Source: an optimization exercise on an open RTL-to-GDS flow (aim: small area, a short achievable clock period and few clock cycles). Production flows keep margins and buffers that such runs may drop. At most, simulation tests tie the RTL to the original design; equivalence was not proved. Only the layout flow was run in runs 1, 2 and 4; the RTL was not checked for function there. Power is estimated from default activity; no workload was simulated.

$ cat design/flow/design.v
module palidx4_engine (
    input  wire        clk,
    input  wire        rst,
    input  wire        start,
    input  wire [1:0]  op,
    input  wire [15:0] len,
    input  wire        transp_en,
    input  wire [31:0] transp_color,
    input  wire [31:0] start_index,
    input  wire        pix_valid,
    input  wire [31:0] pix_data,
    output wire        pix_ready,
    output reg         out_valid,
    output reg  [7:0]  out_byte,
    output wire        busy,
    output reg         done,
    output reg  [3:0]  err,
    output wire [15:0] err_info,
    output wire [4:0]  pal_count
);
    localparam OP_BUILD  = 2'd0;
    localparam OP_MAP4   = 2'd1;
    localparam OP_PALSER = 2'd2;
    localparam OP_PACK16 = 2'd3;
    function [4:0] scale5;
        input [7:0] c;
        reg ge;
        begin
            case (c[2:0])
            3'd0:    ge = c[7:3] >= 5'd1;
            3'd1:    ge = c[7:3] >= 5'd5;
            3'd2:    ge = c[7:3] >= 5'd9;
            3'd3:    ge = c[7:3] >= 5'd14;
            3'd4:    ge = c[7:3] >= 5'd18;
            3'd5:    ge = c[7:3] >= 5'd23;
            3'd6:    ge = c[7:3] >= 5'd27;
            default: ge = 1'b0;
            endcase
            scale5 = c[7:3] - {4'd0, ge};
        end
    endfunction
    reg        busy_q;
    reg        m_build, m_map, m_pal, m_pack;    
    reg        pr_q;                             
    reg [31:0] pix_q;                            
    reg        pv_q;                             
    reg        tins_q;                           
    reg        hp_q;                             
    reg [15:0] rem;                              
    reg [15:0] idx;                              
    reg [15:0] eidx;                             
    reg        e1_seen;                          
    reg        si_seen;                          
    reg [3:0]  si_lo;
    reg        si_big;
    reg        have_lo;
    reg [3:0]  lo_nib;
    reg [4:0]  q;                                
    reg        ph;                               
    reg        last_q;                           
    reg [7:0]  hi_reg;
    reg [4:0]  cnt;
    reg [31:0] pal [0:15];
    assign busy      = busy_q;
    assign pix_ready = pr_q;
    assign err_info  = eidx;
    assign pal_count = cnt;
    wire take_cmd = start & ~busy_q;
    reg  [5:0] c2;                               
    reg [15:0] vm_q;                             
    reg [15:0] simask;
    reg [15:0] match;
    reg [15:0] eql_in, eqh_in;
    reg [15:0] eql_q, eqh_q;
    reg        bypl_q, byph_q, sh_q;
    wire [15:0] eq_q   = eql_q & eqh_q;
    wire [15:0] eq_adj = sh_q ? {bypl_q & byph_q, eq_q[15:1]} : eq_q;
    integer k;
    always @(*) begin
        for (k = 0; k < 16; k = k + 1) begin
            simask[k] = si_big | ((c2 + k) >= 6'd32);
            eql_in[k] = (pal[k][15:0] == pix_data[15:0]);
            eqh_in[k] = (pal[k][31:16] == pix_data[31:16]);
            match[k]  = vm_q[k] & eq_adj[k];
        end
    end
    wire hit   = |match;
    wire si_hi = |(match & simask);
    wire [3:0] pos = {|match[15:8], |{match[15:12], match[7:4]},
                      |{match[15:14], match[11:10], match[7:6], match[3:2]},
                      |{match[15], match[13], match[11], match[9], match[7], match[5], match[3], match[1]}};
    wire [3:0] s_nib = c2[3:0] + pos;
    wire rem0 = (rem == 16'd0);
    wire rem1 = (rem == 16'd1);
    wire b_new  = m_build & pv_q & ~hit & ~e1_seen;
    wire full   = cnt[4];
    wire ins    = (b_new & ~full) | tins_q;
    wire ovf    = b_new & full;
    wire nf     = m_map & pv_q & ~hit;
    wire sie    = m_map & pv_q & si_hi;
    wire e1_now = ovf | nf;
    wire e1_any = e1_seen | e1_now;
    wire si_any = si_seen | sie;
    wire [3:0] cntm1   = cnt[3:0] - 4'd1;
    wire pal_last      = q[4] & ph & last_q;
    wire pal_rot       = m_pal & ~(cnt == 5'd0) & (~q[4] | ph);
    wire finish = busy_q & (
                  ((m_build | m_map) & (rem0 | (pv_q & rem1))) |
                  (m_pal & ((cnt == 5'd0) | pal_last)) |
                  (m_pack & rem0));
    wire [31:0] cw = m_pal ? pal[0] : pix_q;
    wire [4:0]  r5 = scale5(cw[31:24]);
    wire [4:0]  g5 = scale5(cw[23:16]);
    wire [4:0]  b5 = scale5(cw[15:8]);
    wire        a1 = m_pal ? 1'b0 : (cw[7:0] != 8'd0);
    integer i;
    wire shift = ins | pal_rot;
    always @(posedge clk) begin
        if (shift) begin
            for (i = 0; i < 15; i = i + 1)
                pal[i] <= pal[i + 1];
            pal[15] <= m_pal ? pal[0] : pix_q;
        end
    end
    always @(posedge clk) begin
        pix_q  <= busy_q ? pix_data : transp_color;
        eql_q  <= eql_in;
        eqh_q  <= eqh_in;
        bypl_q <= (pix_data[15:0] == pix_q[15:0]);
        byph_q <= (pix_data[31:16] == pix_q[31:16]);
        c2     <= {1'b0, cnt} + {2'b0, si_lo};
        sh_q   <= shift;
        hi_reg <= {a1, b5, g5[4:3]};
        if (!busy_q) begin
            rem    <= len;
            si_lo  <= start_index[3:0];
            si_big <= |start_index[31:4];
            q      <= cnt;
        end else begin
            rem <= rem - {15'd0, pv_q};
            if (pal_rot)
                q <= q + 5'd1;
        end
        idx     <= busy_q ? idx + {15'd0, pv_q} : 16'd0;
        if (busy_q & ((e1_now & ~e1_seen) | (sie & ~si_seen & ~e1_seen)))
            eidx <= idx;
        e1_seen <= busy_q & e1_any;
        si_seen <= busy_q & si_any;
        have_lo <= busy_q & (have_lo ^ (m_map & pv_q));
        if (pv_q & ~have_lo)
            lo_nib <= s_nib;
        ph      <= busy_q & m_pal & q[4] & ~ph;
        last_q  <= (q[3:0] == cntm1);
        hp_q    <= busy_q & m_pack & pv_q;
        err     <= e1_any ? (m_build ? 4'd3 : 4'd4) : (si_any ? 4'd5 : 4'd0);
        if (m_map & pv_q & have_lo)
            out_byte <= {s_nib, lo_nib};
        else if (hp_q)
            out_byte <= hi_reg;
        else if (m_pal & ph)
            out_byte <= {1'b0, b5, g5[4:3]};
        else
            out_byte <= {g5[2:0], r5};
    end
    always @(posedge clk) begin
        if (rst) begin
            busy_q    <= 1'b0;
            m_build   <= 1'b0;
            m_map     <= 1'b0;
            m_pal     <= 1'b0;
            m_pack    <= 1'b0;
            pr_q      <= 1'b0;
            pv_q      <= 1'b0;
            tins_q    <= 1'b0;
            done      <= 1'b0;
            out_valid <= 1'b0;
            cnt       <= 5'd0;
            vm_q      <= 16'd0;
        end else begin
            pv_q      <= pix_valid & pr_q;
            done      <= finish;
            out_valid <= busy_q & ((m_map & pv_q & have_lo) | hp_q |
                                   (m_pal & q[4] & (cnt != 5'd0)) | (m_pack & pv_q));
            tins_q    <= take_cmd & (op == OP_BUILD) & transp_en;
            if (take_cmd) begin
                busy_q  <= 1'b1;
                m_build <= (op == OP_BUILD);
                m_map   <= (op == OP_MAP4);
                m_pal   <= (op == OP_PALSER);
                m_pack  <= (op == OP_PACK16);
                pr_q    <= (op != OP_PALSER);
                if (op == OP_BUILD) begin
                    cnt  <= 5'd0;
                    vm_q <= 16'd0;
                end
            end else begin
                if (finish) begin
                    busy_q  <= 1'b0;
                    m_build <= 1'b0;
                    m_map   <= 1'b0;
                    m_pal   <= 1'b0;
                    m_pack  <= 1'b0;
                end
                pr_q <= busy_q & ~m_pal & ~finish & ~(m_pack & pix_valid & pr_q);
                if (finish & m_build & e1_any) begin
                    cnt  <= 5'd0;
                    vm_q <= 16'd0;
                end else if (ins) begin
                    cnt  <= cnt + 5'd1;
                    vm_q <= {1'b1, vm_q[15:1]};
                end
            end
        end
    end
endmodule
$ cat design/flow/flow/run.sh
#!/bin/bash
# Standard ORFS layout (the standard.sh), with repair_timing aimed at a
# tighter setup target and plain buffers on the ports.
set -euo pipefail
bash standard.sh SETUP_SLACK_MARGIN=7.7 CORE_UTILIZATION=55 \
  "BUFFER_PORTS_ARGS=-buffer_cell sky130_fd_sc_hd__buf_2" \
  CTS_CLUSTER_SIZE=20 CTS_CLUSTER_DIAMETER=60 \
  finish > standard_flow.log 2>&1
$ cat design/flow/standard.sh
#!/bin/bash
# synth_recipe.tcl (not shown) runs the flow's synth.tcl, then flattens the netlist and writes it again
# the make line also repeats each setting of config.mk as NAME=value (left out here)
make -C /OpenROAD-flow-scripts/flow DESIGN_CONFIG=/design/flow/config.mk WORK_HOME=/design/flow/orfs CLKGATE_MAP_FILE= SYNTH_SCRIPT=/design/flow/synth_recipe.tcl "${@:-finish}"
$ cat design/flow/config.mk
export PLATFORM = sky130hd
export DESIGN_NAME = palidx4_engine
export DESIGN_NICKNAME = palidx4_engine
export VERILOG_FILES = /design/flow/design.v
export SDC_FILE = /design/flow/constraint.sdc
export NUM_CORES = 4
export LEC_CHECK = 0
export CAP_MARGIN = 20
export CORE_MARGIN = 2
export CORE_UTILIZATION = 40
export SLEW_MARGIN = 20
$ cat design/flow/constraint.sdc
create_clock -name core_clock -period 11.0 [get_ports {clk}]
set_input_delay 2.2000 -clock core_clock [delete_from_list [all_inputs] [get_ports {clk}]]
set_output_delay 2.2000 -clock core_clock [all_outputs]
set_load 0.01 [all_outputs]
==> results of run 1 <==
kinds of logic (layout without fill, tap and decap cells):
| group | count (synthesis) | after routing | share of synthesized area [%] |
|---|---|---|---|
| buffers and inverters | 136 | 319 | 1.848 |
| AND/OR/NAND/NOR | 417 | 420 | 7.913 |
| other | 1 | 2 | 0.01262 |
| AO/OA/AOI/OAI | 149 | 149 | 3.393 |
| flip-flops | 703 | 703 | 65.60 |
| XOR/XNOR | 593 | 593 | 17.47 |
| adder cells (fa/ha/maj) | 24 | 24 | 1.061 |
| multiplexers | 74 | 74 | 2.702 |
stage by stage:
step                      utilization [%]  hold slack (ns)
final                               62.71           0.4505
after detailed placement            58.13           0.4340
after global placement              58.00           0.4195
after floorplan                         -           0.4064
after global routing                62.71           0.4686
after CTS                           62.21           0.4570
report_power, final:
part	total [W]	switching, W	internal, W
Clock	0.00190	0.000959	0.000936
Sequential	0.00294	0.0000455	0.00289
Combinational	0.000418	0.000234	0.000183
final timing paths:
| kind | from | end | slack, ns |
|---|---|---|---|
| worst max register to register | sh_q | pal[7][18] | 7.88 |
| worst min register to register | idx[0] | eidx[0] | 0.45 |
| worst max-delay path | busy_q | busy | 7.60 |
| worst min-delay path | idx[0] | eidx[0] | 0.45 |
layout make-up:
class / instances / area, um2
inverters: 38 / 142.6
repair buffers: 192 / 1390
fillers: 4027 / 19990
diodes: 1 / 2.502
multi-input cells: 1261 / 10060
well taps: 696 / 870.8
clock buffers: 59 / 1326
clock inverters: 30 / 287.8
flip-flops and latches: 703 / 19540
what timing repair did:
item / CTS / global route
pin swaps: 1 / 0
hold endpoints to repair: 0 / 0
cloned: 7 / 2
gates resized for setup: 80 / 36
endpoints found under the setup margin: 458 / 385
setup buffers: 9 / 9
layer usage:
metal | vias to the layer above | track usage (%) | wire length [um] | share of wire, %
li1 | 7955 | - | - | -
met5 | - | 0 | 13 | 0.018
met3 | 92 | 3.451 | 4777 | 6.4
met4 | 2 | 6.578 | 1561 | 2.1
met1 | 8917 | 39.74 | 34280 | 46
met2 | 615 | 40.38 | 33570 | 45
cells in the final DEF (no fill, tap or decap), types with 9 or more instances in the layout:
cell	n
a21oi_1	46
a22o_1	17
a31oi_1	9
buf_2	124
buf_4	36
buf_6	9
clkbuf_16	53
clkbuf_4	10
dfxtp_1	146
edfxtp_1	542
ha_1	22
inv_1	38
mux2_2	50
mux2i_1	13
nand2_1	52
nand3_1	22
nand4_1	158
nand4b_1	16
nor2_1	60
nor3_1	13
nor4_1	31
nor4_2	19
o21ai_0	29
xnor2_1	577
xor2_1	16
==> impl_metrics.prom, run 1 <==
# TYPE chip_impl_metric gauge
chip_impl_metric{name="hold_violations_final",unit=""} 0
chip_impl_metric{name="worstHoldPathCells",unit=""} 0
chip_impl_info{name="yosys_most_used_dff",value="edfxtp_1"} 1
chip_impl_metric{name="buffer_ports.inserted",unit=""} 154
chip_impl_metric{name="design_power_total",unit="W"} 0.005250
chip_impl_metric{name="post_drt_via_cell_ratio",unit=""} 5.900
chip_impl_info{name="worstSetupStartpointType",value="flip-flop"} 1
chip_impl_metric{name="mappedNetlistNets",unit=""} 2240
chip_impl_metric{name="finalCritPeriodShare",unit="%"} 30.90
chip_impl_info{name="cts_root_buffer",value="clkbuf_16"} 1
chip_impl_metric{name="critical_path_arrival",unit="ns"} 1.20
chip_impl_metric{name="drt_first_pass_iters",unit=""} 5
chip_impl_info{name="tritoncts",value="done"} 1
chip_impl_metric{name="cp.required",unit="ns"} 8.80
chip_impl_info{name="setup.worst_path.end_class",value="primary output"} 1
chip_impl_metric{name="synth-edff-count",unit=""} 542
chip_impl_info{name="path_cells",value="buf_16 > buf_6"} 1
chip_impl_metric{name="cts-htree-levels",unit=""} 2
chip_impl_metric{name="fin_setup_tns",unit="ns"} 0
chip_impl_info{name="timing.critical_path.max_delay_family",value="flip-flops"} 1
chip_impl_metric{name="drt-initial-drc-count",unit=""} 1402
chip_impl_metric{name="setup_viol_count_final",unit=""} 0
chip_impl_info{name="synthMostInstantiatedCell",value="xnor2_1"} 1
chip_impl_metric{name="fin_nets",unit=""} 2388
chip_impl_metric{name="worst_ir_drop_vdd",unit="mV"} 0.1462
chip_impl_metric{name="dpl.hpwl",unit="um"} 47130
chip_impl_metric{name="layout-area-overhead-vs-synth",unit="%"} 13.09
chip_impl_metric{name="tightestPinTransition",unit="ns"} 0.8313
chip_impl_metric{name="grt_start_max_net_pins",unit=""} 88
chip_impl_metric{name="synth_largest_type_area_fraction",unit="%"} 54.75
chip_impl_metric{name="pwr_density_cell",unit="mW/mm2"} 156.2
chip_impl_metric{name="num_io_pins",unit=""} 156
chip_impl_metric{name="grt_pass1_vias",unit=""} 17040
chip_impl_metric{name="clockBufferDepth",unit=""} 3
chip_impl_metric{name="average_footprint_of_a_synthesized_cell",unit="um2"} 14.17
chip_impl_metric{name="floorplan.die_area",unit="mm2"} 0.05592
chip_impl_metric{name="antenna_found_initial",unit=""} 6
chip_impl_metric{name="largest_reg_flops",unit=""} 512
chip_impl_metric{name="drv.max_cap_violation_count",unit=""} 0
chip_impl_info{name="netlist_top_cells_area",value="edfxtp_1 (55%), xnor2_1 (17%), dfxtp_1 (11%)"} 1
chip_impl_metric{name="die_x",unit="um"} 236.5
chip_impl_info{name="holdCritPathClass",value="flip-flop to flip-flop"} 1
chip_impl_info{name="critical_path_class",value="flip-flop to primary output"} 1
chip_impl_metric{name="critPathBufInv",unit=""} 2
chip_impl_metric{name="first_pass_grt_wire_length",unit="um"} 109000
chip_impl_info{name="top_regs",value="pal (512), pix_q (32)"} 1
chip_impl_metric{name="wl_per_cell",unit="um"} 24.90
chip_impl_metric{name="clk_latency",unit="ns"} 0.61
chip_impl_metric{name="crit_path_max_fanout",unit=""} 2
chip_impl_metric{name="clk_pin_slew",unit="ns"} 0.08
chip_impl_info{name="run_status",value="complete, no violations"} 1
chip_impl_metric{name="route.detailed.drc",unit=""} 0
chip_impl_metric{name="reg2reg_depth",unit=""} 8
chip_impl_info{name="cp_slowest_cell",value="dfxtp_4"} 1
chip_impl_metric{name="final_layout_size_suffix_gt1_share",unit="%"} 17.17
chip_impl_metric{name="final_critical_path_setup_slack",unit="ns"} 7.601
chip_impl_info{name="synth_top_cells_by_count",value="xnor2_1 (577), edfxtp_1 (542), dfxtp_1 (161), nand4_1 (158), clkbuf_1 (65)"} 1
chip_impl_metric{name="setup_slack_placement",unit="ns"} 6.085
chip_impl_metric{name="design_area",unit="mm2"} 0.03362
chip_impl_metric{name="relSlewSlack",unit="%"} 44.53
chip_impl_metric{name="delay_of_the_slowest_cell_on_the_worst_path",unit="ns"} 0.37
chip_impl_metric{name="timing.fmax",unit="GHz"} 0.2942
chip_impl_metric{name="clkSinkCount",unit=""} 703
chip_impl_metric{name="placedCellCount",unit=""} 2863
chip_impl_metric{name="synth_async_sr_flop_share",unit="%"} 0
chip_impl_metric{name="coreArea",unit="mm2"} 0.05360
chip_impl_metric{name="path_depth",unit=""} 2
chip_impl_metric{name="finClkSkew",unit="ns"} 0.01826
chip_impl_metric{name="routed-via-count",unit=""} 17580
chip_impl_metric{name="ys.warnings.count",unit=""} 2
chip_impl_metric{name="min_period",unit="ns"} 3.399
chip_impl_metric{name="global_route.usage.total",unit="%"} 26.24
chip_impl_metric{name="synth_seq_cells",unit=""} 703
chip_impl_info{name="register_containing_the_most_flip_flops_in_the_final_layout",value="pal"} 1
chip_impl_metric{name="syn_area",unit="mm2"} 0.02972
chip_impl_metric{name="overflow",unit=""} 0
chip_impl_metric{name="gp_congestion",unit=""} 0.8382
chip_impl_metric{name="tritoncts.num_buffers",unit=""} 49
chip_impl_info{name="synth_largest_area_cell",value="edfxtp_1"} 1
chip_impl_info{name="grt_setup_unrepaired",value="true"} 1
chip_impl_metric{name="antenna_left",unit=""} 0
chip_impl_metric{name="die_h",unit="um"} 236.5
chip_impl_metric{name="route.final.wire_length",unit="um"} 74200
chip_impl_metric{name="placed_area",unit="mm2"} 0.03116
chip_impl_metric{name="report.final.slew_viol_count",unit=""} 0
chip_impl_metric{name="synth.lib_cells_used.distinct",unit=""} 69
chip_impl_metric{name="stdcell_count",unit=""} 2980
chip_impl_metric{name="fp-row-count",unit=""} 85
chip_impl_metric{name="initial_core_util",unit="%"} 55.46
chip_impl_metric{name="syn-instance-count",unit=""} 2097
chip_impl_metric{name="leakage_power",unit="nW"} 10.84
chip_impl_metric{name="cts-hold-fix-buffers",unit=""} 0
chip_impl_metric{name="ys_seq_area_share",unit="%"} 65.60
==> run 2, diff against run 1 <==
--- a/design/flow/flow/run.sh
+++ b/design/flow/flow/run.sh
@@ -5,4 +5,4 @@
 bash standard.sh SETUP_SLACK_MARGIN=7.7 CORE_UTILIZATION=55 \
   "BUFFER_PORTS_ARGS=-buffer_cell sky130_fd_sc_hd__buf_2" \
-  CTS_CLUSTER_SIZE=20 CTS_CLUSTER_DIAMETER=60 \
+  CTS_CLUSTER_SIZE=28 CTS_CLUSTER_DIAMETER=60 \
   finish > standard_flow.log 2>&1
==> impl_metrics.prom, run 2 <==
# TYPE chip_impl_metric gauge
chip_impl_metric{name="design_power_total",unit="W"} 0.005354
chip_impl_info{name="setup.worst_path.end_class",value="primary output"} 1
chip_impl_info{name="register_containing_the_most_flip_flops_in_the_final_layout",value="pal"} 1
chip_impl_info{name="layout_commonest_cell",value="xnor2_1"} 1
chip_impl_metric{name="largest_reg_flops",unit=""} 512
chip_impl_info{name="netlist_top_cells_area",value="edfxtp_1 (55%), xnor2_1 (17%), dfxtp_1 (11%)"} 1
chip_impl_metric{name="syn_area",unit="mm2"} 0.02972
chip_impl_metric{name="antenna_left",unit=""} 0
chip_impl_metric{name="cts-hold-fix-buffers",unit=""} 0
chip_impl_metric{name="drt_first_pass_iters",unit=""} 5
chip_impl_info{name="holdCritPathClass",value="flip-flop to flip-flop"} 1
chip_impl_metric{name="cts-htree-levels",unit=""} 2
chip_impl_metric{name="synth_async_sr_flop_share",unit="%"} 0
chip_impl_metric{name="synth_largest_type_area_fraction",unit="%"} 54.75
chip_impl_metric{name="buffer_ports.inserted",unit=""} 154
chip_impl_info{name="critical_path_class",value="flip-flop to primary output"} 1
chip_impl_metric{name="clk_latency",unit="ns"} 0.63
chip_impl_metric{name="coreArea",unit="mm2"} 0.05360
chip_impl_info{name="top_regs",value="pal (512), pix_q (32)"} 1
chip_impl_metric{name="wl_per_cell",unit="um"} 24.79
chip_impl_metric{name="ys_seq_area_share",unit="%"} 65.60
chip_impl_metric{name="report.final.slew_viol_count",unit=""} 0
chip_impl_info{name="synth_largest_area_cell",value="edfxtp_1"} 1
chip_impl_metric{name="hold_violations_final",unit=""} 0
chip_impl_metric{name="relSlewSlack",unit="%"} 47.02
chip_impl_metric{name="placed_area",unit="mm2"} 0.03116
chip_impl_metric{name="cp.required",unit="ns"} 8.80
chip_impl_metric{name="finalCritPeriodShare",unit="%"} 30.88
chip_impl_info{name="synth_top_cells_by_count",value="xnor2_1 (577), edfxtp_1 (542), dfxtp_1 (161), nand4_1 (158), clkbuf_1 (65)"} 1
chip_impl_metric{name="num_io_pins",unit=""} 156
chip_impl_metric{name="antenna_found_initial",unit=""} 5
chip_impl_metric{name="route.final.wire_length",unit="um"} 73840
chip_impl_metric{name="final_layout_size_suffix_gt1_share",unit="%"} 17.37
chip_impl_metric{name="layout-area-overhead-vs-synth",unit="%"} 13.52
chip_impl_metric{name="gp_congestion",unit=""} 0.8382
chip_impl_info{name="layout.cells.most_common_list",value="xnor2_1 (577), edfxtp_1 (542), nand4_1 (158)"} 1
chip_impl_metric{name="floorplan.die_area",unit="mm2"} 0.05592
chip_impl_metric{name="route.detailed.drc",unit=""} 0
chip_impl_info{name="run_status",value="complete, no violations"} 1
chip_impl_metric{name="fin_hold_ws",unit="ns"} 0.4623
chip_impl_metric{name="drv.max_cap_violation_count",unit=""} 0
chip_impl_metric{name="critical_path_arrival",unit="ns"} 1.20
chip_impl_metric{name="fin_setup_tns",unit="ns"} 0
chip_impl_metric{name="synth-edff-count",unit=""} 542
chip_impl_metric{name="clkSinkCount",unit=""} 703
chip_impl_metric{name="overflow",unit=""} 0
chip_impl_metric{name="crit_path_max_fanout",unit=""} 2
chip_impl_metric{name="design_area",unit="mm2"} 0.03374
chip_impl_metric{name="fin_nets",unit=""} 2384
chip_impl_metric{name="min_period",unit="ns"} 3.396
chip_impl_metric{name="setup_viol_count_final",unit=""} 0
chip_impl_metric{name="grt_pass1_vias",unit=""} 16990
chip_impl_info{name="yosys_most_used_dff",value="edfxtp_1"} 1
chip_impl_metric{name="pwr_density_cell",unit="mW/mm2"} 158.7
chip_impl_metric{name="worst_ir_drop_vdd",unit="mV"} 0.1145
chip_impl_metric{name="dpl.hpwl",unit="um"} 47130
chip_impl_metric{name="synth_seq_cells",unit=""} 703
chip_impl_metric{name="mappedNetlistNets",unit=""} 2240
chip_impl_info{name="tritoncts",value="done"} 1
chip_impl_metric{name="leakage_power",unit="nW"} 10.87
chip_impl_metric{name="routed-via-count",unit=""} 17530
chip_impl_metric{name="die_x",unit="um"} 236.5
chip_impl_metric{name="ys.warnings.count",unit=""} 2
chip_impl_metric{name="clk_pin_slew",unit="ns"} 0.09
chip_impl_metric{name="post_drt_via_cell_ratio",unit=""} 5.884
chip_impl_metric{name="tritoncts.num_buffers",unit=""} 47
chip_impl_metric{name="initial_core_util",unit="%"} 55.46
chip_impl_metric{name="first_pass_grt_wire_length",unit="um"} 108400
chip_impl_metric{name="average_footprint_of_a_synthesized_cell",unit="um2"} 14.17
chip_impl_metric{name="synth.lib_cells_used.distinct",unit=""} 69
chip_impl_metric{name="die_h",unit="um"} 236.5
chip_impl_info{name="grt_setup_unrepaired",value="true"} 1
chip_impl_metric{name="clockBufferDepth",unit=""} 3
chip_impl_metric{name="syn-instance-count",unit=""} 2097
chip_impl_metric{name="finClkSkew",unit="ns"} 0.03985
chip_impl_metric{name="timing.fmax",unit="GHz"} 0.2944
chip_impl_info{name="synthMostInstantiatedCell",value="xnor2_1"} 1
chip_impl_metric{name="grt_start_max_net_pins",unit=""} 88
chip_impl_metric{name="drt-initial-drc-count",unit=""} 1494
chip_impl_info{name="cts_root_buffer",value="clkbuf_16"} 1
chip_impl_metric{name="tightestPinTransition",unit="ns"} 0.7941
chip_impl_info{name="worstSetupStartpointType",value="flip-flop"} 1
chip_impl_metric{name="fp-row-count",unit=""} 85
chip_impl_metric{name="global_route.usage.total",unit="%"} 26.08
==> run 2: cell counts after synthesis <==
Identical to the previous run, type by type.
==> run 2: logic make-up after synthesis <==
family	synth area share [%]
other	0.01262
adders and majority gates	1.061
xor gates and xnor gates	17.47
and+or+nand+nor	7.913
DFF	65.60
AOI/OAI and AO/OA	3.393
buffers and inverters	1.848
muxes	2.702
==> run 2: cell type report <==
type / count / area [um2]
repair buffers: 190 / 1395
fillers: 3998 / 19860
inverters: 38 / 142.6
well taps: 696 / 870.8
multi-input cells: 1261 / 10060
clock inverters: 36 / 476.7
clock buffers: 52 / 1259
diodes: 3 / 7.507
flip-flops and latches: 703 / 19540
==> run 2: worst paths after layout <==
kind	startpoint	to	slack (ns)	depth (start not counted)
min reg2reg	idx[0]	eidx[0]	0.46	0
max reg2reg	sh_q	pal[4][6]	7.89	9
max	busy_q	busy	7.60	2
min	idx[0]	eidx[0]	0.46	0
==> run 2: repair_timing <==
| item | in CTS | in global routing |
|---|---|---|
| setup endpoints to repair | 462 | 383 |
| setup buffers | 9 | 7 |
| cloned | 7 | 2 |
| resized for setup | 76 | 42 |
| pin swaps | 1 | 0 |
==> run 2: critical path, stage by stage, from the launching register on <==
cell and delay, ns:
dfxtp_4 0.37, buf_16 0.12, buf_6 0.11
==> run 2: power by group <==
group	switching, W	internal [W]
registers	0.0000463	0.00289
clock network	0.00101	0.000981
logic	0.000234	0.000188
total	0.00129	0.00406
==> run 2: metal layers <==
layer / global-route usage (%) / share of wire [%]
met2: 39.89 / 45
met3: 3.392 / 6.4
met4: 7.058 / 2.4
met1: 39.51 / 46
met5: 0 / 0.018
==> run 2: metrics by stage <==
stage	util, %	worst slack (ns)	cells
after global placement	58.00	6.212	2860
final	62.96	7.604	2979
after detailed placement	58.13	6.085	2863
after global routing	62.94	7.576	2976
after CTS	62.40	7.577	2967
after floorplan	-	7.039	2097
==> run 3, diff against run 2 <==
--- a/design/flow/design.v
+++ b/design/flow/design.v
@@ -58,5 +58,4 @@
     reg [4:0]  q;                                
     reg        ph;                               
-    reg        last_q;                           
     reg [7:0]  hi_reg;
     reg [4:0]  cnt;
@@ -103,5 +102,5 @@
     wire si_any = si_seen | sie;
     wire [3:0] cntm1   = cnt[3:0] - 4'd1;
-    wire pal_last      = q[4] & ph & last_q;
+    wire pal_last      = q[4] & ph & (q[3:0] == cntm1);
     wire pal_rot       = m_pal & ~(cnt == 5'd0) & (~q[4] | ph);
     wire finish = busy_q & (
@@ -151,5 +150,4 @@
             lo_nib <= s_nib;
         ph      <= busy_q & m_pal & q[4] & ~ph;
-        last_q  <= (q[3:0] == cntm1);
         hp_q    <= busy_q & m_pack & pv_q;
         err     <= e1_any ? (m_build ? 4'd3 : 4'd4) : (si_any ? 4'd5 : 4'd0);
==> design/flow/flow/run.sh (replaced) <==
#!/bin/bash
# Standard ORFS layout (the standard.sh), with repair_timing aimed at a
# tighter setup target and plain buffers on the ports.
set -euo pipefail
bash standard.sh SETUP_SLACK_MARGIN=7.8 CORE_UTILIZATION=55 \
  "BUFFER_PORTS_ARGS=-buffer_cell sky130_fd_sc_hd__buf_2" \
  CTS_CLUSTER_SIZE=20 CTS_CLUSTER_DIAMETER=60 \
  finish > standard_flow.log 2>&1
==> impl_metrics.prom, run 3 <==
# TYPE chip_impl_metric gauge
chip_impl_metric{name="ys_seq_area_share",unit="%"} 65.72
chip_impl_metric{name="post_drt_via_cell_ratio",unit=""} 5.768
chip_impl_metric{name="cts-hold-fix-buffers",unit=""} 0
chip_impl_metric{name="syn-instance-count",unit=""} 2092
chip_impl_metric{name="pwr_density_cell",unit="mW/mm2"} 156.9
chip_impl_metric{name="drt-initial-drc-count",unit=""} 1469
chip_impl_metric{name="initial_core_util",unit="%"} 55.40
chip_impl_info{name="top_regs",value="pal (512), pix_q (32)"} 1
chip_impl_info{name="netlist_top_cells_area",value="edfxtp_1 (55%), xnor2_1 (17%), dfxtp_1 (11%)"} 1
chip_impl_metric{name="drt_first_pass_iters",unit=""} 5
chip_impl_metric{name="cts-htree-levels",unit=""} 2
chip_impl_info{name="layout.cells.most_common_list",value="xnor2_1 (573), edfxtp_1 (542), nand4_1 (156)"} 1
chip_impl_metric{name="tritoncts.num_buffers",unit=""} 49
chip_impl_metric{name="grt_start_max_net_pins",unit=""} 92
chip_impl_metric{name="post_synth_fa_ha_maj_area_fraction",unit="%"} 1.131
chip_impl_info{name="timing.critical_path.max_delay_family",value="flip-flops"} 1
chip_impl_metric{name="clk_pin_slew",unit="ns"} 0.08
chip_impl_metric{name="die_h",unit="um"} 236.1
chip_impl_info{name="setup.worst_path.end_class",value="primary output"} 1
chip_impl_metric{name="design_area",unit="mm2"} 0.03343
chip_impl_metric{name="finClkSkew",unit="ns"} 0.02036
chip_impl_info{name="register_containing_the_most_flip_flops_in_the_final_layout",value="pal"} 1
chip_impl_info{name="synth_largest_area_cell",value="edfxtp_1"} 1
chip_impl_info{name="cp_slowest_cell",value="edfxtp_1"} 1
chip_impl_metric{name="route.detailed.drc",unit=""} 0
chip_impl_metric{name="antenna_found_initial",unit=""} 3
chip_impl_info{name="synthMostInstantiatedCell",value="xnor2_1"} 1
chip_impl_metric{name="cp.required",unit="ns"} 8.80
chip_impl_metric{name="floorplan.die_area",unit="mm2"} 0.05576
chip_impl_metric{name="met1_length",unit="um"} 34250
chip_impl_metric{name="layout-area-overhead-vs-synth",unit="%"} 12.80
chip_impl_metric{name="leakage_power",unit="nW"} 10.77
chip_impl_metric{name="coreArea",unit="mm2"} 0.05350
chip_impl_metric{name="buffer_ports.inserted",unit=""} 154
chip_impl_metric{name="finalCritPeriodShare",unit="%"} 30.39
chip_impl_metric{name="tightestPinTransition",unit="ns"} 0.9922
chip_impl_metric{name="delay_of_the_slowest_cell_on_the_worst_path",unit="ns"} 0.38
chip_impl_metric{name="wl_met3",unit="um"} 4011
chip_impl_metric{name="synth_largest_type_area_fraction",unit="%"} 54.92
chip_impl_info{name="synth_top_family_by_area",value="XOR/XNOR gates"} 1
chip_impl_metric{name="grt_pass1_vias",unit=""} 16840
chip_impl_info{name="holdCritPathClass",value="flip-flop to flip-flop"} 1
chip_impl_metric{name="worst_ir_drop_vdd",unit="mV"} 0.1172
chip_impl_metric{name="placed_area",unit="mm2"} 0.03101
chip_impl_metric{name="hold_violations_final",unit=""} 0
chip_impl_metric{name="drv.max_cap_violation_count",unit=""} 0
chip_impl_info{name="worstSetupStartpointType",value="flip-flop"} 1
chip_impl_metric{name="wl_per_cell",unit="um"} 24.18
chip_impl_metric{name="synth_seq_cells",unit=""} 702
chip_impl_info{name="yosys_most_used_dff",value="edfxtp_1"} 1
chip_impl_metric{name="ys.warnings.count",unit=""} 2
chip_impl_metric{name="mappedNetlistNets",unit=""} 2235
chip_impl_metric{name="antenna_left",unit=""} 0
chip_impl_metric{name="first_pass_grt_wire_length",unit="um"} 107500
chip_impl_metric{name="critical_path_arrival",unit="ns"} 1.14
chip_impl_metric{name="num_io_pins",unit=""} 156
chip_impl_metric{name="global_route.usage.total",unit="%"} 25.93
chip_impl_metric{name="fp-row-count",unit=""} 85
chip_impl_metric{name="relSlewSlack",unit="%"} 33.44
chip_impl_metric{name="critPathBufInv",unit=""} 1
chip_impl_metric{name="setup_viol_count_final",unit=""} 0
chip_impl_metric{name="fin_setup_tns",unit="ns"} 0
chip_impl_metric{name="largest_reg_flops",unit=""} 512
chip_impl_metric{name="crit_path_max_fanout",unit=""} 1
chip_impl_metric{name="clockBufferDepth",unit=""} 3
chip_impl_info{name="routed.top_layer",value="met5"} 1
chip_impl_info{name="critical_path_class",value="flip-flop to primary output"} 1
chip_impl_metric{name="syn_area",unit="mm2"} 0.02964
chip_impl_metric{name="synth_mux_area_share",unit="%"} 2.685
chip_impl_metric{name="dpl.hpwl",unit="um"} 46470
chip_impl_info{name="run_status",value="complete, no violations"} 1
chip_impl_metric{name="route.final.wire_length",unit="um"} 72190
chip_impl_metric{name="clk_latency",unit="ns"} 0.61
chip_impl_metric{name="wl_met2",unit="um"} 32210
chip_impl_metric{name="overflow",unit=""} 0
chip_impl_info{name="layout_commonest_cell",value="xnor2_1"} 1
chip_impl_metric{name="synth_async_sr_flop_share",unit="%"} 0
chip_impl_metric{name="die_x",unit="um"} 236.1
chip_impl_metric{name="average_footprint_of_a_synthesized_cell",unit="um2"} 14.17
chip_impl_info{name="cts_root_buffer",value="clkbuf_16"} 1
chip_impl_info{name="synth_top_cells_by_count",value="xnor2_1 (575), edfxtp_1 (542), dfxtp_1 (160), nand4_1 (156), clkbuf_1 (70)"} 1
chip_impl_metric{name="synth-compound-area-share",unit="%"} 3.073
chip_impl_info{name="grt_setup_unrepaired",value="true"} 1
chip_impl_metric{name="timing.fmax",unit="GHz"} 0.2991
chip_impl_info{name="path_cells",value="buf_2"} 1
chip_impl_metric{name="min_period",unit="ns"} 3.343
chip_impl_metric{name="routed-via-count",unit=""} 17220
chip_impl_metric{name="synth.lib_cells_used.distinct",unit=""} 63
chip_impl_metric{name="fin_nets",unit=""} 2392
chip_impl_metric{name="yosys.area_share.xor_xnor",unit="%"} 17.55
chip_impl_info{name="tritoncts",value="done"} 1
chip_impl_metric{name="report.final.slew_viol_count",unit=""} 0
chip_impl_metric{name="gp_congestion",unit=""} 0.8807
chip_impl_metric{name="synthSimpleGateAreaFrac",unit="%"} 7.958
chip_impl_metric{name="synth-edff-count",unit=""} 542
chip_impl_metric{name="clkSinkCount",unit=""} 702
chip_impl_metric{name="final_layout_size_suffix_gt1_share",unit="%"} 16.78
run 3: logic make-up (layout without fill, tap and decap cells):
logic type | Yosys count | count (layout)
buffers and inverters | 132 | 325
AO/OA/AOI/OAI | 137 | 137
XOR/XNOR | 594 | 594
adder cells (fa/ha/maj) | 26 | 26
flip-flops | 702 | 702
multiplexers | 73 | 73
AND/OR/NAND/NOR | 427 | 431
other | 1 | 2
run 3: what timing repair did:
item	4_1_cts	5_1_grt
pin swaps	3	5
resized for setup	72	49
setup endpoints to repair	586	127
cloned	8	0
setup buffers	15	13
run 3: routing by layer:
metal,vias up,GRT usage [%]
met5,-,0
met4,2,6.866
met3,99,3.604
met2,543,39.16
met1,8638,39.68
li1,7940,-
run 3: worst paths after layout:
path / startpoint / end / slack, ns / cells after the start
worst max-delay path: eidx[6] / err_info[6] / 7.66 / 1
worst min register to register: lo_nib[3] / out_byte[3] / 0.44 / 2
worst max register to register: sh_q / pal[12][21] / 7.92 / 7
worst min-delay path: lo_nib[3] / out_byte[3] / 0.44 / 2
run 3: layout make-up:
| cell class | instances | area (um2) |
|---|---|---|
| Fill cell | 4064 | 20060 |
| Sequential cell | 702 | 19520 |
| Multi-Input combinational cell | 1262 | 9843 |
| Timing Repair Buffer | 198 | 1466 |
| Clock buffer | 66 | 1364 |
| Tap cell | 696 | 870.8 |
| Clock inverter | 25 | 227.7 |
| Inverter | 36 | 135.1 |
| Antenna cell | 1 | 2.502 |
run 3: per-stage QoR:
step,power [W],hold WS [ns],utilization [%],worst slack (ns),instances
floorplan,0.003288,0.4064,-,5.343,2092
global placement,0.003401,0.4186,57.96,6.763,2858
detailed placement,0.003406,0.4242,57.96,6.608,2858
CTS,0.005274,0.4388,61.98,7.622,2972
global route,0.005428,0.4682,62.49,7.627,2985
finish,0.005245,0.4353,62.50,7.657,2986
run 3: power breakdown:
part | internal, W | switching [W] | leakage, nW
clock network | 0.000904 | 0.000960 | 0.765
logic | 0.000194 | 0.000241 | 3.74
registers | 0.00290 | 0.0000498 | 6.26
total | 0.00399 | 0.00125 | 10.8
Testbench counts of run 3, summed over its fixed seeds: cycles 30,153.
==> run 4, diff against run 3 <==
--- a/design/flow/design.v
+++ b/design/flow/design.v
@@ -50,4 +50,5 @@
     reg [15:0] idx;                              
     reg [15:0] eidx;                             
+    reg [15:0] ei_q;                             
     reg        e1_seen;                          
     reg        si_seen;                          
@@ -58,4 +59,5 @@
     reg [4:0]  q;                                
     reg        ph;                               
+    reg        last_q;                           
     reg [7:0]  hi_reg;
     reg [4:0]  cnt;
@@ -63,5 +65,5 @@
     assign busy      = busy_q;
     assign pix_ready = pr_q;
-    assign err_info  = eidx;
+    assign err_info  = ei_q;
     assign pal_count = cnt;
     wire take_cmd = start & ~busy_q;
@@ -101,6 +103,7 @@
     wire e1_any = e1_seen | e1_now;
     wire si_any = si_seen | sie;
+    wire [15:0] eidx_nx = (busy_q & ((e1_now & ~e1_seen) | (sie & ~si_seen & ~e1_seen))) ? idx : eidx;
     wire [3:0] cntm1   = cnt[3:0] - 4'd1;
-    wire pal_last      = q[4] & ph & (q[3:0] == cntm1);
+    wire pal_last      = q[4] & ph & last_q;
     wire pal_rot       = m_pal & ~(cnt == 5'd0) & (~q[4] | ph);
     wire finish = busy_q & (
@@ -142,6 +145,6 @@
         end
         idx     <= busy_q ? idx + {15'd0, pv_q} : 16'd0;
-        if (busy_q & ((e1_now & ~e1_seen) | (sie & ~si_seen & ~e1_seen)))
-            eidx <= idx;
+        eidx    <= eidx_nx;
+        ei_q    <= finish ? eidx_nx : 16'd0;
         e1_seen <= busy_q & e1_any;
         si_seen <= busy_q & si_any;
@@ -150,4 +153,5 @@
             lo_nib <= s_nib;
         ph      <= busy_q & m_pal & q[4] & ~ph;
+        last_q  <= (q[3:0] == cntm1);
         hp_q    <= busy_q & m_pack & pv_q;
         err     <= e1_any ? (m_build ? 4'd3 : 4'd4) : (si_any ? 4'd5 : 4'd0);
==> design/flow/flow/run.sh (replaced) <==
#!/bin/bash
# Standard ORFS layout (the standard.sh), with repair_timing aimed at a
# tighter setup target and plain buffers on the ports.
set -euo pipefail
bash standard.sh SETUP_SLACK_MARGIN=7.7 CORE_UTILIZATION=55 \
  "BUFFER_PORTS_ARGS=-buffer_cell sky130_fd_sc_hd__buf_2" \
  CTS_CLUSTER_SIZE=20 CTS_CLUSTER_DIAMETER=60 \
  finish > standard_flow.log 2>&1
==> impl_metrics.prom, run 4 <==
# TYPE chip_impl_metric gauge
chip_impl_metric{name="synth-edff-count",unit=""} 526
chip_impl_metric{name="fp-row-count",unit=""} 85
chip_impl_metric{name="sw_frac_of_total",unit="%"} 23.62
chip_impl_metric{name="buffer_ports.inserted",unit=""} 154
chip_impl_metric{name="gp_congestion",unit=""} 0.8217
chip_impl_metric{name="stdcell_count",unit=""} 3035
chip_impl_metric{name="tightestPinTransition",unit="ns"} 0.7836
chip_impl_metric{name="pwr-share-seq",unit="%"} 55.7
chip_impl_metric{name="synth-compound-area-share",unit="%"} 3.001
chip_impl_metric{name="clkPwrFrac",unit="%"} 36.6
chip_impl_metric{name="synth_largest_type_area_fraction",unit="%"} 52.41
chip_impl_metric{name="clk_latency",unit="ns"} 0.62
chip_impl_metric{name="fin_util",unit="%"} 62.98
chip_impl_metric{name="drv.max_cap_violation_count",unit=""} 0
chip_impl_info{name="hold_start",value="pr_q"} 1
chip_impl_metric{name="grt_pass1_vias",unit=""} 17440
chip_impl_metric{name="die_h",unit="um"} 238.1
chip_impl_metric{name="cp.required",unit="ns"} 11.43
chip_impl_info{name="holdCritPathClass",value="flip-flop to flip-flop"} 1
chip_impl_metric{name="fin_hold_ws",unit="ns"} 0.4355
chip_impl_metric{name="clockBufferDepth",unit=""} 3
chip_impl_metric{name="timing.fmax",unit="GHz"} 0.3000
chip_impl_info{name="synth_top_cells_by_count",value="xnor2_1 (573), edfxtp_1 (526), dfxtp_1 (193), nand4_1 (158), clkbuf_1 (77)"} 1
chip_impl_metric{name="leakage_power",unit="nW"} 11.14
chip_impl_metric{name="power.share.combinational",unit="%"} 7.7
chip_impl_info{name="synth_top_family_by_area",value="XOR/XNOR gates"} 1
chip_impl_metric{name="critical_path_arrival",unit="ns"} 3.76
chip_impl_metric{name="grt_util_met2",unit="%"} 40.14
chip_impl_metric{name="pwr_density_cell",unit="mW/mm2"} 157.8
chip_impl_metric{name="ys.warnings.count",unit=""} 2
chip_impl_info{name="grt_setup_unrepaired",value="true"} 1
chip_impl_metric{name="ys_seq_area_share",unit="%"} 65.22
chip_impl_info{name="reg2reg_from",value="c2[0]"} 1
chip_impl_info{name="r2r-end",value="ei_q[0]"} 1
chip_impl_metric{name="yosys.area_share.xor_xnor",unit="%"} 17.29
chip_impl_info{name="register_containing_the_most_flip_flops_in_the_final_layout",value="pal"} 1
chip_impl_metric{name="report.final.slew_viol_count",unit=""} 0
chip_impl_metric{name="synthSimpleGateAreaFrac",unit="%"} 8.253
chip_impl_metric{name="routed-via-count",unit=""} 17810
chip_impl_metric{name="crit_path_max_fanout",unit=""} 18
chip_impl_metric{name="tritoncts.num_buffers",unit=""} 51
chip_impl_metric{name="setup_viol_count_final",unit=""} 0
chip_impl_info{name="holdPathEnd",value="pv_q"} 1
chip_impl_metric{name="p_switching",unit="W"} 0.001268
chip_impl_metric{name="syn-instance-count",unit=""} 2154
chip_impl_metric{name="worst_ir_drop_vdd",unit="mV"} 0.1515
chip_impl_info{name="tritoncts",value="done"} 1
chip_impl_metric{name="relSlewSlack",unit="%"} 47.76
chip_impl_metric{name="min_period",unit="ns"} 3.333
chip_impl_metric{name="average_footprint_of_a_synthesized_cell",unit="um2"} 13.99
chip_impl_metric{name="drt_first_pass_iters",unit=""} 5
chip_impl_metric{name="hold_violations_final",unit=""} 0
chip_impl_metric{name="internal-power",unit="W"} 0.004100
chip_impl_metric{name="placed_area",unit="mm2"} 0.03152
chip_impl_info{name="top_regs",value="pal (512), pix_q (32)"} 1
chip_impl_metric{name="wl_per_cell",unit="um"} 24.87
chip_impl_metric{name="dpl.hpwl",unit="um"} 48020
chip_impl_metric{name="clk_pin_slew",unit="ns"} 0.08
chip_impl_metric{name="drt-initial-drc-count",unit=""} 1384
chip_impl_info{name="layout_commonest_cell",value="xnor2_1"} 1
chip_impl_metric{name="cts-htree-levels",unit=""} 2
chip_impl_info{name="synthMostInstantiatedCell",value="xnor2_1"} 1
chip_impl_metric{name="die_x",unit="um"} 238.1
chip_impl_metric{name="route.detailed.drc",unit=""} 0
chip_impl_metric{name="grt_start_max_net_pins",unit=""} 99
chip_impl_metric{name="syn_area",unit="mm2"} 0.03014
chip_impl_metric{name="route.final.wire_length",unit="um"} 75480
chip_impl_metric{name="met1_usage",unit="%"} 40.31
chip_impl_metric{name="overflow",unit=""} 0
chip_impl_metric{name="final_layout_size_suffix_gt1_share",unit="%"} 16.60
chip_impl_metric{name="finalCritPeriodShare",unit="%"} 30.30
chip_impl_info{name="synth_largest_area_cell",value="edfxtp_1"} 1
chip_impl_metric{name="initial_core_util",unit="%"} 55.79
chip_impl_metric{name="coreArea",unit="mm2"} 0.05403
chip_impl_metric{name="synth_async_sr_flop_share",unit="%"} 0
chip_impl_info{name="setup.worst_path.end_class",value="flip-flop"} 1
chip_impl_metric{name="worstHoldPathCells",unit=""} 2
chip_impl_info{name="worstSetupStartpointType",value="primary input"} 1
chip_impl_info{name="yosys_most_used_dff",value="edfxtp_1"} 1
chip_impl_metric{name="mappedNetlistNets",unit=""} 2297
chip_impl_metric{name="fin_setup_tns",unit="ns"} 0
chip_impl_metric{name="floorplan.die_area",unit="mm2"} 0.05669
chip_impl_info{name="cts_root_buffer",value="clkbuf_16"} 1
chip_impl_metric{name="placedCellCount",unit=""} 2913
chip_impl_metric{name="ff2ff_setup_slack",unit="ns"} 7.82
chip_impl_metric{name="finClkSkew",unit="ns"} 0.02949
chip_impl_metric{name="antenna_left",unit=""} 0
chip_impl_metric{name="grt_util_met3",unit="%"} 3.771
chip_impl_metric{name="layout-area-overhead-vs-synth",unit="%"} 12.89
chip_impl_metric{name="synth_seq_cells",unit=""} 719
chip_impl_metric{name="clkSinkCount",unit=""} 719
chip_impl_metric{name="synth.lib_cells_used.distinct",unit=""} 61
chip_impl_metric{name="antenna_found_initial",unit=""} 1
chip_impl_metric{name="design_area",unit="mm2"} 0.03403
chip_impl_metric{name="largest_reg_flops",unit=""} 512
chip_impl_info{name="run_status",value="complete, no violations"} 1
chip_impl_info{name="layout.cells.most_common_list",value="xnor2_1 (572), edfxtp_1 (526), dfxtp_1 (178)"} 1
chip_impl_metric{name="first_pass_grt_wire_length",unit="um"} 110700
chip_impl_info{name="critical_path_class",value="primary input to flip-flop"} 1
chip_impl_info{name="netlist_top_cells_area",value="edfxtp_1 (52%), xnor2_1 (17%), dfxtp_1 (13%)"} 1
chip_impl_metric{name="num_io_pins",unit=""} 156
chip_impl_info{name="gr-max-usage-layer",value="met1"} 1
chip_impl_metric{name="post_drt_via_cell_ratio",unit=""} 5.869
chip_impl_metric{name="post_synth_fa_ha_maj_area_fraction",unit="%"} 1.046
chip_impl_metric{name="reg2reg_depth",unit=""} 9
chip_impl_metric{name="global_route.usage.total",unit="%"} 26.46
chip_impl_metric{name="fin_nets",unit=""} 2441
chip_impl_metric{name="synth_mux_area_share",unit="%"} 3.338
==> run 4: cell count changes after synthesis, moves of 4 or more <==
cell	change
a21oi_1	+4
and2b_1	+10
buf_6	-5
clkbuf_1	+7
dfxtp_1	+33
edfxtp_1	-16
mux2_4	+10
mux2i_1	+6
nor2b_1	+8
nor4_1	+8
==> run 4: power by group through the flow <==
stage | clock, W | combinational (W) | sequential, W
finish | 0.00197 | 0.000414 | 0.00299
global route | 0.00210 | 0.000449 | 0.00299
CTS | 0.00200 | 0.000403 | 0.00299
detailed placement | 0 | 0.000383 | 0.00305
global placement | 0 | 0.000378 | 0.00305
floorplan | 0 | 0.000276 | 0.00304
==> run 4: worst max path at each step <==
stage	startpoint	end	slack, ns
after global routing	m_pal	out_byte[1]	7.63
after floorplan	sh_q	sh_q	5.40
after global placement	sh_q	pal[4][6]	6.57
after CTS	cnt[3]	pal_count[3]	7.69
after detailed placement	sh_q	pal[4][10]	6.52
final	pix_data[12]	eql_q[13]	7.67
==> run 4: cells by family after synthesis <==
family	after synthesis
multiplexers	89
XOR/XNOR	595
adder cells (fa/ha/maj)	24
buffers and inverters	140
other	1
flip-flops	719
AO/OA/AOI/OAI	141
AND/OR/NAND/NOR	445
==> run 4: repair_timing <==
action | 4_1_cts | 5_1_grt
hold buffers | 0 | 0
buffers inserted | 9 | 11
pin swaps | 1 | 0
endpoints found under the setup margin | 589 | 461
endpoints found under the hold margin | 0 | 0
cloned | 3 | 5
gates resized for setup | 62 | 43
==> run 4: area by class of cell <==
cell class | count | area (um2)
flip-flops and latches | 719 | 19700
inverters | 38 | 142.6
diodes | 1 | 2.502
well taps | 696 | 870.8
multi-input cells | 1295 | 10180
clock inverters | 29 | 315.3
clock buffers | 64 | 1356
fillers | 4094 | 20000
repair buffers | 193 | 1465
==> run 4: per-layer routing <==
metal | up-vias | share of wire [%]
met5 | - | 0
met3 | 97 | 6.1
met2 | 603 | 45
met1 | 9024 | 47
li1 | 8089 | -
met4 | 0 | 2.1
==> run 4: critical path, cell delays in order <==
cell and delay, ns:
buf_2 0.51, xnor2_1 0.23, nand4_1 0.13, nor4_1 0.66
==> run 4: metrics by stage <==
stage / setup WS, ns / power (W)
after floorplan: 5.401 / 0.003316
after global placement: 6.574 / 0.003429
after detailed placement: 6.525 / 0.003435
after CTS: 7.695 / 0.005393
after global routing: 7.632 / 0.005543
final: 7.667 / 0.005368

==> re-timing with driven ports <==
In the flow no input, the clock included, has a driving cell. The finished layouts below were timed again as built, in two steps. Step 1, drivers: a clkbuf_16 drives clk and a buf_2 each remaining input, both assumed. Step 2 times the ports against the registers' clock, not the clock port: input delays grow and output delays shrink by t, the midpoint of the rising clock arrivals with the driver on. Slacks: ideal / step 1 / step 2; pairs: ideal / step 1.
| run | t (ns) | setup WS [ns] | worst slew at a driven data input, ns |
|---|---|---|---|
| run 1 | 0.663 | 7.601 / 7.543 / 7.091 | 0.11 |
| run 2 | 0.669 | 7.604 / 7.544 / 7.044 | 0.11 |
| run 3 | 0.668 | 7.657 / 7.593 / 7.204 | 0.10 |
| run 4 | 0.659 | 7.667 / 7.673 / 7.043 | 0.06 |
After both steps every run listed still meets setup and hold. For run 4, which loses most, drivers alone change the setup slack by +0.006 ns; drivers and shift together by -0.624 ns.
